What follows belongs to an exercise in optimizing a design on an open flow for small area, a short achievable clock period and few clock cycles; a production flow would make more cautious choices. In this exercise RTL edits were held to simulation tests only and were not proved equivalent to the original.

<file path="flow/run.sh">
#!/bin/bash
# synth_recipe.tcl (not shown) runs the flow's synth.tcl, then flattens the netlist and writes it again
# the make line also repeats each setting of config.mk as NAME=value (left out here)
make -C /OpenROAD-flow-scripts/flow DESIGN_CONFIG=/design/flow/config.mk WORK_HOME=/design/flow/orfs CLKGATE_MAP_FILE= SYNTH_SCRIPT=/design/flow/synth_recipe.tcl finish
</file>
<file path="flow/config.mk">
export PLATFORM = sky130hd
export DESIGN_NAME = iono_xact
export DESIGN_NICKNAME = iono_xact
export VERILOG_FILES = /design/flow/design.v
export SDC_FILE = /design/flow/constraint.sdc
export NUM_CORES = 4
export LEC_CHECK = 0
export CAP_MARGIN = 20
export CORE_MARGIN = 2
export CORE_UTILIZATION = 40
export SLEW_MARGIN = 20
</file>
<file path="flow/constraint.sdc">
create_clock -name core_clock -period 5.0 [get_ports {clk}]
set_input_delay 1.0000 -clock core_clock [delete_from_list [all_inputs] [get_ports {clk}]]
set_output_delay 1.0000 -clock core_clock [all_outputs]
set_load 0.01 [all_outputs]
</file>
<file path="flow/design.v">
module iono_crc5 (
    input  wire [7:0] d2,
    input  wire [7:0] d1,
    input  wire [2:0] d0_top,
    output reg  [4:0] crc
);
    reg [23:0] v;
    reg [5:0]  r;
    integer    i;
    always @(*) begin
        v = {d2, d1, d0_top, 5'h07};
        r = {1'b0, v[23:19]};
        for (i = 18; i >= 0; i = i - 1) begin
            r = {r[4:0], v[i]};
            if (r[5]) r = r ^ 6'h35;
        end
        crc = r[4:0];
    end
endmodule
module iono_crc7 (
    input  wire [7:0] w1,
    input  wire [7:0] w0,
    output reg  [6:0] crc
);
    reg [23:0] v;
    reg [7:0]  t;
    reg [6:0]  acc;
    integer    i;
    always @(*) begin
        v   = {w1, w0, 8'h80};
        acc = 7'h7F;
        for (i = 23; i >= 0; i = i - 1) begin
            t = {acc, 1'b0};
            if (acc[6]) t = t ^ 8'hB7;
            t = t ^ {7'b0, v[i]};
            acc = t[6:0];
        end
        crc = acc;
    end
endmodule
module iono_xact (
    input  wire        clk,
    input  wire        rst,
    input  wire        req_valid,
    output wire        req_ready,
    input  wire [2:0]  req_op,
    input  wire        req_bank,
    input  wire [6:0]  req_cmd,
    input  wire [7:0]  req_reg,
    input  wire [7:0]  req_data,
    output reg         rsp_valid,
    output reg         rsp_ok,
    output reg  [7:0]  rsp_value,
    output wire        ex_valid,
    input  wire        ex_ready,
    output wire [1:0]  ex_cs,
    output wire [23:0] ex_tx,
    input  wire        ex_rvalid,
    input  wire [23:0] ex_rx,
    output reg  [1:0]  in_err,
    output reg  [1:0]  out_err,
    output reg  [1:0]  clr_pending,
    output reg  [7:0]  in_inputs0,
    output reg  [7:0]  in_inputs1
);
    localparam [2:0] OP_IN_READ   = 3'd0;
    localparam [2:0] OP_IN_WRITE  = 3'd1;
    localparam [2:0] OP_OUT_READ  = 3'd2;
    localparam [2:0] OP_OUT_WRITE = 3'd3;
    localparam [2:0] OP_OUT_CFG   = 3'd4;
    localparam [2:0] OP_CLEAR     = 3'd5;
    localparam [7:0]  OUT_CMD_READ_REG = 8'h7F;
    localparam [23:0] OUT_RT_FRAME     = 24'h050F03;   
    localparam [1:0]  ATTEMPTS_LAST    = 2'd2;
    reg        busy;       
    reg        vreq;       
    reg        rt;         
    reg        kin;        
    reg        wr;         
    reg        cfg;        
    reg        ldv;        
    reg        bank;
    reg [1:0]  attempt;
    reg        p1ok;       
    reg [15:0] f;          
    wire [4:0] tx_c5;
    wire [6:0] tx_c7;
    iono_crc5 u_tx5 (.d2(f[15:8]), .d1(f[7:0]), .d0_top(3'b000), .crc(tx_c5));
    iono_crc7 u_tx7 (.w1(f[15:8]), .w0(f[7:0]), .crc(tx_c7));
    assign ex_tx     = rt ? OUT_RT_FRAME : {f, kin ? {3'b000, tx_c5} : {1'b0, tx_c7}};
    assign ex_cs     = {!kin, bank};
    assign ex_valid  = vreq || (ex_rvalid && rt);
    assign req_ready = !busy;
    wire [4:0] rx_c5;
    wire [6:0] rx_c7;
    iono_crc5 u_rx5 (.d2(ex_rx[23:16]), .d1(ex_rx[15:8]), .d0_top(ex_rx[7:5]), .crc(rx_c5));
    iono_crc7 u_rx7 (.w1(ex_rx[23:16]), .w0(ex_rx[15:8]), .crc(rx_c7));
    wire ok5 = (rx_c5 == ex_rx[4:0]);
    wire ok7 = (rx_c7 == ex_rx[6:0]);
    wire ex_acc  = ex_valid && ex_ready;
    wire echo    = busy && ex_rvalid;
    wire echo_p1 = echo && wr && rt;                  
    wire echo_fin = echo && !(wr && rt);              
    wire att_ok  = kin ? ok5 : (wr ? (p1ok && ok7) : ok7);
    always @(posedge clk) begin
        if (rst) begin
            busy        <= 1'b0;
            vreq        <= 1'b0;
            rt          <= 1'b0;
            rsp_valid   <= 1'b0;
            in_err      <= 2'b00;
            out_err     <= 2'b00;
            clr_pending <= 2'b00;
            in_inputs0  <= 8'd0;
            in_inputs1  <= 8'd0;
        end else begin
            rsp_valid <= 1'b0;
            if (ex_acc) begin
                vreq <= 1'b0;
                if (wr) rt <= !rt;
            end
            if (!busy) begin
                if (req_valid) begin
                    bank    <= req_bank;
                    attempt <= 2'd0;
                    kin     <= (req_op == OP_IN_READ) || (req_op == OP_IN_WRITE);
                    wr      <= (req_op == OP_OUT_WRITE) || (req_op == OP_OUT_CFG);
                    cfg     <= (req_op == OP_OUT_CFG);
                    ldv     <= (req_op == OP_IN_READ) || (req_op == OP_OUT_READ);
                    rsp_ok  <= (req_op == OP_CLEAR);
                    case (req_op)
                        OP_IN_READ:   f <= {1'b0, req_cmd, 8'h00};
                        OP_IN_WRITE:  f <= {1'b1, req_cmd, req_data};
                        OP_OUT_READ:  f <= {OUT_CMD_READ_REG, req_reg};
                        default:      f <= {clr_pending[req_bank], req_cmd, req_data};
                    endcase
                    case (req_op)
                        OP_OUT_WRITE: rsp_value <= req_data;
                        OP_OUT_CFG:   rsp_value <= req_reg;
                        default:      rsp_value <= 8'd0;
                    endcase
                    if (req_op == OP_CLEAR)
                        clr_pending[req_bank] <= 1'b1;
                    if (req_op > OP_CLEAR) begin
                        rsp_valid <= 1'b1;
                    end else if (req_op == OP_CLEAR) begin
                        rsp_valid <= 1'b1;
                    end else begin
                        busy <= 1'b1;
                        vreq <= 1'b1;
                    end
                end
            end
            if (echo_p1) begin
                p1ok <= ok7;
                if (!ex_ready) vreq <= 1'b1;
            end
            if (echo_fin) begin
                if (att_ok) begin
                    if (ldv) rsp_value <= ex_rx[15:8];
                    if (kin) begin
                        in_err[bank] <= 1'b0;
                        if (bank) in_inputs1 <= ex_rx[23:16];
                        else      in_inputs0 <= ex_rx[23:16];
                        rsp_valid <= 1'b1;
                        rsp_ok    <= 1'b1;
                        busy      <= 1'b0;
                    end else if (wr) begin
                        out_err[bank] <= 1'b0;
                        if (f[15]) clr_pending[bank] <= 1'b0;
                        if (cfg) begin
                            f         <= {OUT_CMD_READ_REG, rsp_value};
                            rsp_value <= f[7:0];
                            wr        <= 1'b0;
                            ldv       <= 1'b1;
                            attempt   <= 2'd0;
                            vreq      <= 1'b1;
                        end else begin
                            rsp_valid <= 1'b1;
                            rsp_ok    <= 1'b1;
                            busy      <= 1'b0;
                        end
                    end else begin
                        if (cfg && ex_rx[15:8] != rsp_value) begin
                            out_err[bank] <= 1'b1;
                            rsp_ok        <= 1'b0;
                        end else begin
                            out_err[bank] <= 1'b0;
                            rsp_ok        <= 1'b1;
                        end
                        rsp_valid <= 1'b1;
                        busy      <= 1'b0;
                    end
                end else if (attempt == ATTEMPTS_LAST) begin
                    if (kin) in_err[bank]  <= 1'b1;
                    else     out_err[bank] <= 1'b1;
                    rsp_valid <= 1'b1;
                    rsp_ok    <= 1'b0;
                    busy      <= 1'b0;
                end else begin
                    attempt <= attempt + 2'd1;
                    vreq    <= 1'b1;
                end
            end
        end
    end
endmodule
</file>
==> impl_metrics.json, run 1 <==
{
  "drt_first_pass_iters": 7,
  "setup_viol": 0,
  "yosysSeqAreaShare_pct": 28.4,
  "wl_per_cell_um": 18.0,
  "fp.coreArea_sq_um": 13100,
  "numCtsBuffers": 9,
  "start_util_pct": 40.6,
  "syn_nets": 627,
  "fin_crit_ns": 4.72,
  "async_flop_share_pct": 0,
  "yosysUniqueCellTypes": 61,
  "hold_viol": 0,
  "cts_setup_buffers": 0,
  "gp_congestion": 0.888,
  "drive_above_1_share_pct": 12.8,
  "io-pin-count": 116,
  "antenna_left": 0,
  "max-slew-margin-rel_pct": 41.3,
  "synth_cells": 571,
  "skew_ns": 0.00764,
  "final_cell_count_no_fill": 865,
  "fin_nets": 740,
  "slew_violations": 0,
  "die_area_sq_um": 14200,
  "grt_pass1_vias": 4688,
  "ys.flop_type": "edfxtp_1",
  "hold_buffers": 0,
  "routed_wl_um": 15600,
  "fin_util_pct": 53.6,
  "regArea_sq_um": 1510,
  "syn_to_final_growth_pct": 32.0,
  "final_cell_mix": "clkdlybuf4s50_1 (114), xnor2_1 (95), nor2_1 (47)",
  "ys_ff_latch": 59,
  "fin_setup_tns_ns": 0,
  "status": "finished clean",
  "drtIter0Drc": 467,
  "hold_path.class": "reg -> reg",
  "layout_commonest_cell": "clkdlybuf4s50_1",
  "die_h_um": 119,
  "rsz0062_at_grt": "no",
  "synth_edf_count": 33,
  "grt_max_degree": 31,
  "syn_avg_cell_area_sq_um": 9.31,
  "rows": 42,
  "clock_sinks": 59,
  "routed-via-count": 4751,
  "fmax_ghz": 0.212,
  "die_w_um": 119,
  "critPathCaptureType": "register",
  "viasPerCell": 5.49,
  "cp_max_fo": 20,
  "grt_overflow": 0,
  "grt_pass1_wl_um": 25300,
  "fin_crit_sh_pct": 94.4,
  "path_class": "in -> reg",
  "tightest_slew_ns": 0.879,
  "multi_input_area_sq_um": 3550,
  "yosys_warnings": 3,
  "insertedDiodeCount": 0,
  "critPathLaunchType": "input port",
  "final.fill_count": 1202,
  "required_ns": 5.04,
  "grtUsageTotal_pct": 22.5,
  "cts_root_buf": "clkbuf_16",
  "clockBufferDepth": 2,
  "antenna_found_initial": 0,
  "syn_area_sq_um": 5310,
  "path_clk_slew_ns": 0.05,
  "cts_tree": "built",
  "dp.cells": 849,
  "portBuffers": 114,
  "drc": 0,
  "cap_violations": 0,
  "dp_slack_ns": -0.0965,
  "cp_data_arrival_time_ns": 4.76,
  "dp_hpwl_um": 12100,
  "clock_latency_ns": 0.34,
  "cts-htree-levels": 3,
  "fin_ws_ns": 0.281
}
## final timing paths
check                           slack, ns  depth (start not counted)                          to                  startpoint
worst max-delay path                 0.28                         12      rsp_value[3]$_DFFE_PN_                   ex_rx[22]
worst min-delay path                 0.50                          2  in_inputs1[3]$_SDFFE_PP0P_  in_inputs1[3]$_SDFFE_PP0P_
worst max register to register       2.32                          4              f[5]$_DFFE_PN_               kin$_DFFE_PP_
worst min register to register       0.50                          2  in_inputs1[3]$_SDFFE_PP0P_  in_inputs1[3]$_SDFFE_PP0P_
## flip-flops by register name, summed over array words and instances, names as in the netlist, named ones only
signal       count
p1ok             1
attempt          2
ldv              1
kin              1
rsp_value        8
in_inputs0       8
rt               1
in_inputs1       8
rsp_ok           1
busy             1
vreq             1
rsp_valid        1
f               16
wr               1
bank             1
cfg              1
clr_pending      2
## logic make-up (layout without fill, tap and decap cells)
family	count (synthesis)	after routing	synth area share, %
DFF	59	59	28.4
buffers and inverters	59	177	5.02
and+or+nand+nor	167	167	15.7
muxes	30	30	5.89
AOI/OAI and AO/OA	102	102	15.8
xor gates and xnor gates	153	153	29.1
other	1	1	0.0706
## repair_timing
item,in CTS,in global routing
setup endpoints to repair,0,20
endpoints found under the hold margin,0,0
resized for setup,0,2
## cell type report
cell class	instances	share of cell area, %
multi-input cells	453	50.7
flip-flops and latches	59	21.5
repair buffers	150	20.1
clock buffers	9	3.21
well taps	176	3.14
clock inverters	7	0.731
inverters	11	0.589
## critical path, stage by stage
cell and delay, ns:
clkdlybuf4s50_1 0.58, xor2_2 0.34, xnor3_2 0.56, xnor2_2 0.18, xnor2_2 0.28, mux2_2 0.38, a32o_1 0.23, a2111oi_2 0.47
o21ai_2 0.13, buf_4 0.25, a41oi_2 0.21, o221ai_1 0.14
## cells in the mapped netlist, types with 3 or more instances
| cell type | count | area [sq um] |
|---|---|---|
| a211oi_1 | 5 | 37.5 |
| a21oi_1 | 15 | 75.1 |
| a221o_1 | 8 | 80.1 |
| a311oi_1 | 3 | 26.3 |
| a31oi_1 | 9 | 56.3 |
| a41oi_2 | 8 | 130 |
| and2_1 | 5 | 31.3 |
| buf_1 | 3 | 11.3 |
| buf_2 | 9 | 45.0 |
| buf_4 | 3 | 22.5 |
| buf_6 | 3 | 33.8 |
| clkbuf_1 | 30 | 113 |
| dfxtp_1 | 26 | 521 |
| edfxtp_1 | 33 | 991 |
| inv_1 | 11 | 41.3 |
| mux2_1 | 8 | 90.1 |
| mux2i_1 | 20 | 200 |
| nand2_1 | 34 | 128 |
| nand3_1 | 15 | 75.1 |
| nand4_1 | 13 | 81.3 |
| nor2_1 | 47 | 176 |
| nor2b_1 | 13 | 81.3 |
| nor3_1 | 9 | 45.0 |
| nor4_1 | 7 | 43.8 |
| o211ai_1 | 7 | 52.6 |
| o21ai_0 | 11 | 55.1 |
| o221ai_1 | 9 | 78.8 |
| o22ai_1 | 7 | 43.8 |
| or2_2 | 9 | 56.3 |
| or3_1 | 3 | 18.8 |
| or4_1 | 6 | 45.0 |
| xnor2_1 | 97 | 850 |
| xnor2_2 | 3 | 48.8 |
| xnor3_1 | 7 | 158 |
| xor2_1 | 40 | 350 |
## per-stage QoR
| step | area [sq um] | hold WS, ns |
|---|---|---|
| global placement | 6720 | 0.479 |
| floorplan | 5310 | 0.523 |
| global route | 7010 | 0.524 |
| CTS | 7000 | 0.504 |
| finish | 7010 | 0.498 |
| detailed placement | 6720 | 0.488 |
## layer usage
metal | GRT usage (%) | up-vias | routed length (um)
li1 | - | 2272 | -
met1 | 32.4 | 2320 | 7380
met2 | 35.3 | 143 | 7260
met3 | 3.35 | 16 | 750
met4 | 5.73 | 0 | 170
met5 | 0 | - | 0
Testbench counts, summed over its fixed seeds: cycles 9,977.
==> run 2: changes to the inputs <==
--- a/flow/config.mk
+++ b/flow/config.mk
@@ -8,4 +8,5 @@
 export CAP_MARGIN = 20
 export CORE_MARGIN = 2
 export CORE_UTILIZATION = 40
+export SETUP_SLACK_MARGIN = 2.5
 export SLEW_MARGIN = 20
==> impl_metrics.json, run 2 <==
{
  "path_class": "in -> reg",
  "skew_ns": 0.00612,
  "yosys.area.top_type": "edfxtp_1",
  "largest-register": "f",
  "drc": 0,
  "setup.worst_path.start": "ex_rx[21]",
  "grt_max_degree": 34,
  "die_h_um": 119,
  "numCtsBuffers": 9,
  "yosysUniqueCellTypes": 61,
  "grt_pass1_wl_um": 28900,
  "antenna_found_initial": 0,
  "gp_congestion": 0.870,
  "insertedDiodeCount": 0,
  "fmax_ghz": 0.242,
  "synth_most_common_cell": "xnor2_1",
  "status": "finished clean",
  "cp_max_fo": 8,
  "whs_path_depth": 2,
  "antenna_left": 0,
  "syn_area_sq_um": 5310,
  "fp.coreArea_sq_um": 13100,
  "async_flop_share_pct": 0,
  "fin_crit_ns": 4.13,
  "grt_overflow": 0,
  "drtIter0Drc": 427,
  "path_clk_slew_ns": 0.06,
  "synth_commonest_cells": "xnor2_1 (97), nor2_1 (47), xor2_1 (40), nand2_1 (34), edfxtp_1 (33)",
  "syn_to_final_growth_pct": 73.6,
  "cts-htree-levels": 3,
  "drt_first_pass_iters": 5,
  "setup_viol": 0,
  "die_area_sq_um": 14200,
  "synth_cells": 571,
  "grtUsageTotal_pct": 26.1,
  "fin_util_pct": 70.5,
  "cts_root_buf": "clkbuf_16",
  "rsz0062_at_grt": "yes",
  "layout_commonest_cell": "buf_4",
  "worstHoldStart": "in_inputs1[5]$_SDFFE_PP0P_",
  "cts_tree": "built",
  "syn_nets": 627,
  "grt_pass1_vias": 5385,
  "clockBufferDepth": 2,
  "clock_latency_ns": 0.34,
  "synth_edf_count": 33,
  "tightest_slew_ns": 0.956,
  "cp_data_arrival_time_ns": 4.16,
  "largest_reg_flops": 16,
  "critPathCaptureType": "register",
  "r2r_cells": 4,
  "reg2reg_to": "f[0]$_DFFE_PN_",
  "crit_slowest_cell": "xnor3_2",
  "yosysSeqAreaShare_pct": 28.4,
  "worstPathCellList": "buf_4 > xnor3_2 > xnor2_2 > xnor2_2 > buf_4 > xor2_1 > mux2i_1 > o211ai_1 > a2111oi_4 > o21ai_4 > buf_6 > buf_12 > a41oi_2 > o221ai_1",
  "syn_avg_cell_area_sq_um": 9.31,
  "max-slew-margin-rel_pct": 36.2,
  "wl_per_cell_um": 20.0,
  "slew_violations": 0,
  "dp_slack_ns": -0.171,
  "dp_hpwl_um": 11800,
  "routed-via-count": 5500,
  "fin_ws_ns": 0.871,
  "viasPerCell": 5.63,
  "rows": 42,
  "required_ns": 5.03,
  "yosys_warnings": 3,
  "start_util_pct": 40.6,
  "hold_viol": 0,
  "portBuffers": 114,
  "fin_crit_sh_pct": 82.6,
  "r2r_slack_ns": 2.34,
  "die_w_um": 119,
  "drive_above_1_share_pct": 44.4,
  "cp_num_buf_inv": 4,
  "r2r-start": "kin$_DFFE_PP_",
  "fin_nets": 852,
  "yosysTopAreaCellShare_pct": 18.6,
  "cp_top_family": "XOR/XNOR gates",
  "routed_wl_um": 19500,
  "clock_sinks": 59,
  "critPathMaxStageDelay_ns": 0.47,
  "ys_ff_latch": 59,
  "cap_violations": 0,
  "final_cell_mix": "buf_4 (95), clkdlybuf4s50_1 (70), buf_6 (54)",
  "io-pin-count": 116,
  "holdPathEnd": "in_inputs1[5]$_SDFFE_PP0P_",
  "hold_path.class": "reg -> reg",
  "critPathLaunchType": "input port",
  "ys.flop_type": "edfxtp_1",
  "synth_top_cells_by_area": "edfxtp_1 (19%), xnor2_1 (16%), dfxtp_1 (9.8%)"
}
[run 2: cell counts after synthesis]
No cell type changed its count.
[run 2: timing repair]
action / 4_1_cts / 5_1_grt
cloned: 4 / 1
setup buffers: 95 / 18
resized for setup: 278 / 71
hold buffers: 0 / 0
pin swaps: 68 / 39
setup endpoints to repair: 80 / 71
[run 2: worst min-delay path, cell delays in order (launching register included)]
cell	delay (ns)
dfxtp_1	0.33
mux2i_1	0.07
nor2_1	0.07
[run 2: worst max path at each step]
stage	end	cells after the start
2_1_floorplan	f[7]$_DFFE_PN_	12
3_3_place_gp	f[4]$_DFFE_PN_	12
3_5_place_dp	f[0]$_DFFE_PN_	11
4_1_cts	rsp_value[7]$_DFFE_PN_	15
5_1_grt	rsp_value[2]$_DFFE_PN_	17
6_report	rsp_value[2]$_DFFE_PN_	14
[run 2: routing by layer]
| layer | part of all wire, % | track usage, % |
|---|---|---|
| met3 | 6.6 | 4.93 |
| met2 | 50 | 43.4 |
| met5 | 0 | 0 |
| met4 | 2.2 | 7.29 |
| met1 | 41 | 34.8 |
[run 2: logic make-up (layout without fill, tap and decap cells)]
group	count (synthesis)	count (layout)	share of synthesized area (%)
compound gates	102	102	15.8
xor+xnor	153	154	29.1
buf+inv	59	287	5.02
mux	30	30	5.89
simple gates	167	168	15.7
flops	59	59	28.4
other cells	1	1	0.0706
[run 2: stage by stage]
step	hold slack, ns	cell area [sq um]	instances	TNS, ns
after global placement	0.481	6900	843	-0.872
after global routing	0.536	9230	977	0
after CTS	0.505	8740	958	0
after detailed placement	0.488	6900	843	-1.72
after floorplan	0.527	5560	571	0
final	0.499	9230	977	0
[run 2: area by class of cell]
| class | count | area, sq um |
|---|---|---|
| inverters | 11 | 41.3 |
| clock inverters | 7 | 73.8 |
| clock buffers | 9 | 225 |
| flip-flops and latches | 59 | 1520 |
| fillers | 912 | 3860 |
| repair buffers | 260 | 2460 |
| multi-input cells | 455 | 4680 |
| well taps | 176 | 220 |
==> run 3: changes to the inputs <==
--- a/flow/config.mk
+++ b/flow/config.mk
@@ -5,8 +5,8 @@
 export SDC_FILE = /design/flow/constraint.sdc
 export NUM_CORES = 4
 export LEC_CHECK = 0
+export ABC_AREA = 1
 export CAP_MARGIN = 20
 export CORE_MARGIN = 2
 export CORE_UTILIZATION = 40
-export SETUP_SLACK_MARGIN = 2.5
 export SLEW_MARGIN = 20
==> impl_metrics.json, run 3 <==
{
  "portBuffers": 114,
  "rows": 45,
  "tightest_slew_ns": 0.976,
  "reg2reg_to": "f[0]$_DFFE_PN_",
  "r2r_slack_ns": 2.77,
  "skew_ns": 0.0117,
  "setup_viol": 0,
  "multi_input_area_sq_um": 4640,
  "cap_violations": 0,
  "fin_crit_sh_pct": 97.1,
  "r2r_cells": 6,
  "routed_wl_um": 18900,
  "die_area_sq_um": 16600,
  "setup.worst_path.start": "f[15]$_DFFE_PN_",
  "synth_commonest_cells": "nand2_1 (267), nand3_1 (115), inv_1 (101), xor2_1 (73), nor2_1 (54)",
  "grt_pass1_wl_um": 30000,
  "fin_nets": 1173,
  "syn_area_sq_um": 6240,
  "synth_most_common_cell": "nand2_1",
  "yosysSeqAreaShare_pct": 24.2,
  "status": "finished clean",
  "synth_cells": 946,
  "path_class": "reg -> out",
  "rsz0062_at_grt": "yes",
  "yosys.area.top_type": "nand2_1",
  "dp.cells": 1281,
  "yosysUniqueCellTypes": 49,
  "viasPerCell": 5.05,
  "syn_avg_cell_area_sq_um": 6.59,
  "cts-htree-levels": 3,
  "final_cell_count_no_fill": 1310,
  "fin_setup_tns_ns": 0,
  "yosysTopAreaCellShare_pct": 16.1,
  "slew_violations": 0,
  "final_area_sq_um": 8850,
  "grt_overflow": 0,
  "grtUsageTotal_pct": 22.8,
  "start_util_pct": 41.0,
  "r2r-start": "wr$_DFFE_PN_",
  "cts_root_buf": "clkbuf_16",
  "synth_edf_count": 33,
  "io-pin-count": 116,
  "synth_top_cells_by_area": "nand2_1 (16%), edfxtp_1 (16%), xor2_1 (10%)",
  "hold_path.class": "reg -> reg",
  "fp.coreArea_sq_um": 15200,
  "cp_data_arrival_time_ns": 3.85,
  "hold_buffers": 0,
  "largest_reg_flops": 16,
  "insertedDiodeCount": 0,
  "cts_tree": "built",
  "fmax_ghz": 0.206,
  "fin_crit_ns": 4.85,
  "gp_congestion": 0.877,
  "syn_nets": 1002,
  "critPathCaptureType": "output port",
  "wl_per_cell_um": 14.4,
  "regArea_sq_um": 1510,
  "layout_commonest_cell": "nand2_1",
  "grt_pass1_vias": 6139,
  "place_area_sq_um": 7940,
  "clock_latency_ns": 0.35,
  "drt_first_pass_iters": 5,
  "largest-register": "f",
  "clockBufferDepth": 2,
  "routed-via-count": 6618,
  "final_cell_mix": "nand2_1 (241), nand3_1 (111), clkdlybuf4s50_1 (102)",
  "yosys_warnings": 3,
  "die_h_um": 129,
  "clock_sinks": 59,
  "antenna_found_initial": 0,
  "antenna_left": 0,
  "ys_ff_latch": 59,
  "drc": 0,
  "path_clk_slew_ns": 0.05,
  "cp_max_fo": 4,
  "async_flop_share_pct": 0,
  "syn_to_final_growth_pct": 41.9,
  "hold_viol": 0,
  "dp_hpwl_um": 14700,
  "drtIter0Drc": 426,
  "required_ns": 4.00,
  "fin_util_pct": 58.2,
  "final.fill_count": 1446,
  "critPathLaunchType": "register",
  "die_w_um": 129,
  "grt_max_degree": 43,
  "max-slew-margin-rel_pct": 34.7,
  "numCtsBuffers": 9,
  "ys.flop_type": "edfxtp_1",
  "cp-endpoint": "ex_tx[2]",
  "drive_above_1_share_pct": 19.6
}
-- run 3: kinds of logic after synthesis --
kind of cell,Yosys count,share of synthesized area [%]
buffers and inverters,144,9.57
other,1,0.0601
DFF,59,24.2
AOI/OAI and AO/OA,108,9.97
xor gates and xnor gates,125,19.8
and+or+nand+nor,509,36.3
-- run 3: critical path, stage by stage (launching register included) --
cell	delay, ns
edfxtp_1	0.42
buf_4	0.18
xnor2_4	0.24
xor2_4	0.30
xor2_4	0.25
nand2_2	0.09
nand2_4	0.11
nand2_1	0.08
nand2_2	0.10
nand2_2	0.07
nand2_4	0.09
nand2_4	0.06
nand3b_1	0.19
nand2_4	0.09
buf_4	0.14
xor2_2	0.17
xnor2_2	0.16
inv_1	0.10
buf_4	0.11
nand2_1	0.04
a32o_1	0.22
dlygate4sd2_1	0.28
-- run 3: how the worst min path moves through the flow --
stage / endpoint / slack, ns / depth (start not counted)
final: register / 0.45 / 2
after floorplan: register / 0.47 / 2
after detailed placement: register / 0.45 / 2
after global placement: register / 0.45 / 2
after CTS: register / 0.46 / 2
after global routing: register / 0.47 / 2
-- run 3: layout make-up --
type	instances	area share [%]
flip-flops and latches	59	17.1
multi-input cells	743	52.4
inverters	113	4.90
clock buffers	10	2.59
clock inverters	6	0.466
repair buffers	191	19.9
well taps	188	2.66
-- run 3: per-layer routing --
layer / track usage (%) / up-vias / routed length, um
met3: 6.49 / 28 / 1340
met4: 5.43 / 0 / 320
met5: 0 / - / 0
met2: 35.9 / 205 / 8620
li1: - / 3382 / -
met1: 31.0 / 3003 / 8570
-- run 3: metrics by stage --
stage	setup slack [ns]	hold slack (ns)
final	0.146	0.451
after global routing	-0.118	0.475
after global placement	0.0315	0.447
after detailed placement	-0.0366	0.445
after floorplan	0.669	0.470
after CTS	-0.0802	0.457
-- run 3: what timing repair did --
item	CTS	global route
endpoints found under the setup margin	6	59
gates resized for setup	20	94
gates cloned	0	0
pin swaps	10	21
setup buffers	9	5

afterwards: timing with drivers on the ports:
The flow's constraints put no driver on any port. The routed layouts listed below were extracted and timed again, unchanged, in two steps.
Step 1: set_driving_cell puts a clkbuf_16 on clk and a buf_2 on each other input, an assumption about the parent block.
Step 2 moves the port delays by t, midway between the first and last clock arrival at a register: inputs arrive t later, outputs are due t later. That takes back most of the time a late clock gives input paths.
Slacks: ideal ports / drivers / drivers and shift; pairs: ideal ports / drivers.
run | t, ns | slack for setup (ns) | hold slack, ns | worst data-port slew with drivers (ns)
run 1 | 0.369 | 0.281 / 0.295 / -0.074 | 0.498 / 0.498 / 0.498 | 0.05
run 2 | 0.380 | 0.871 / 0.860 / 0.481 | 0.499 / 0.499 / 0.499 | 0.06
run 3 | 0.381 | 0.146 / 0.106 / 0.115 | 0.451 / 0.451 / 0.451 | 0.05
Met with ideal ports but missed after step 2: setup timing in run 1. For run 2, which loses most, drivers alone change the setup slack by -0.011 ns; drivers and shift together by -0.390 ns.
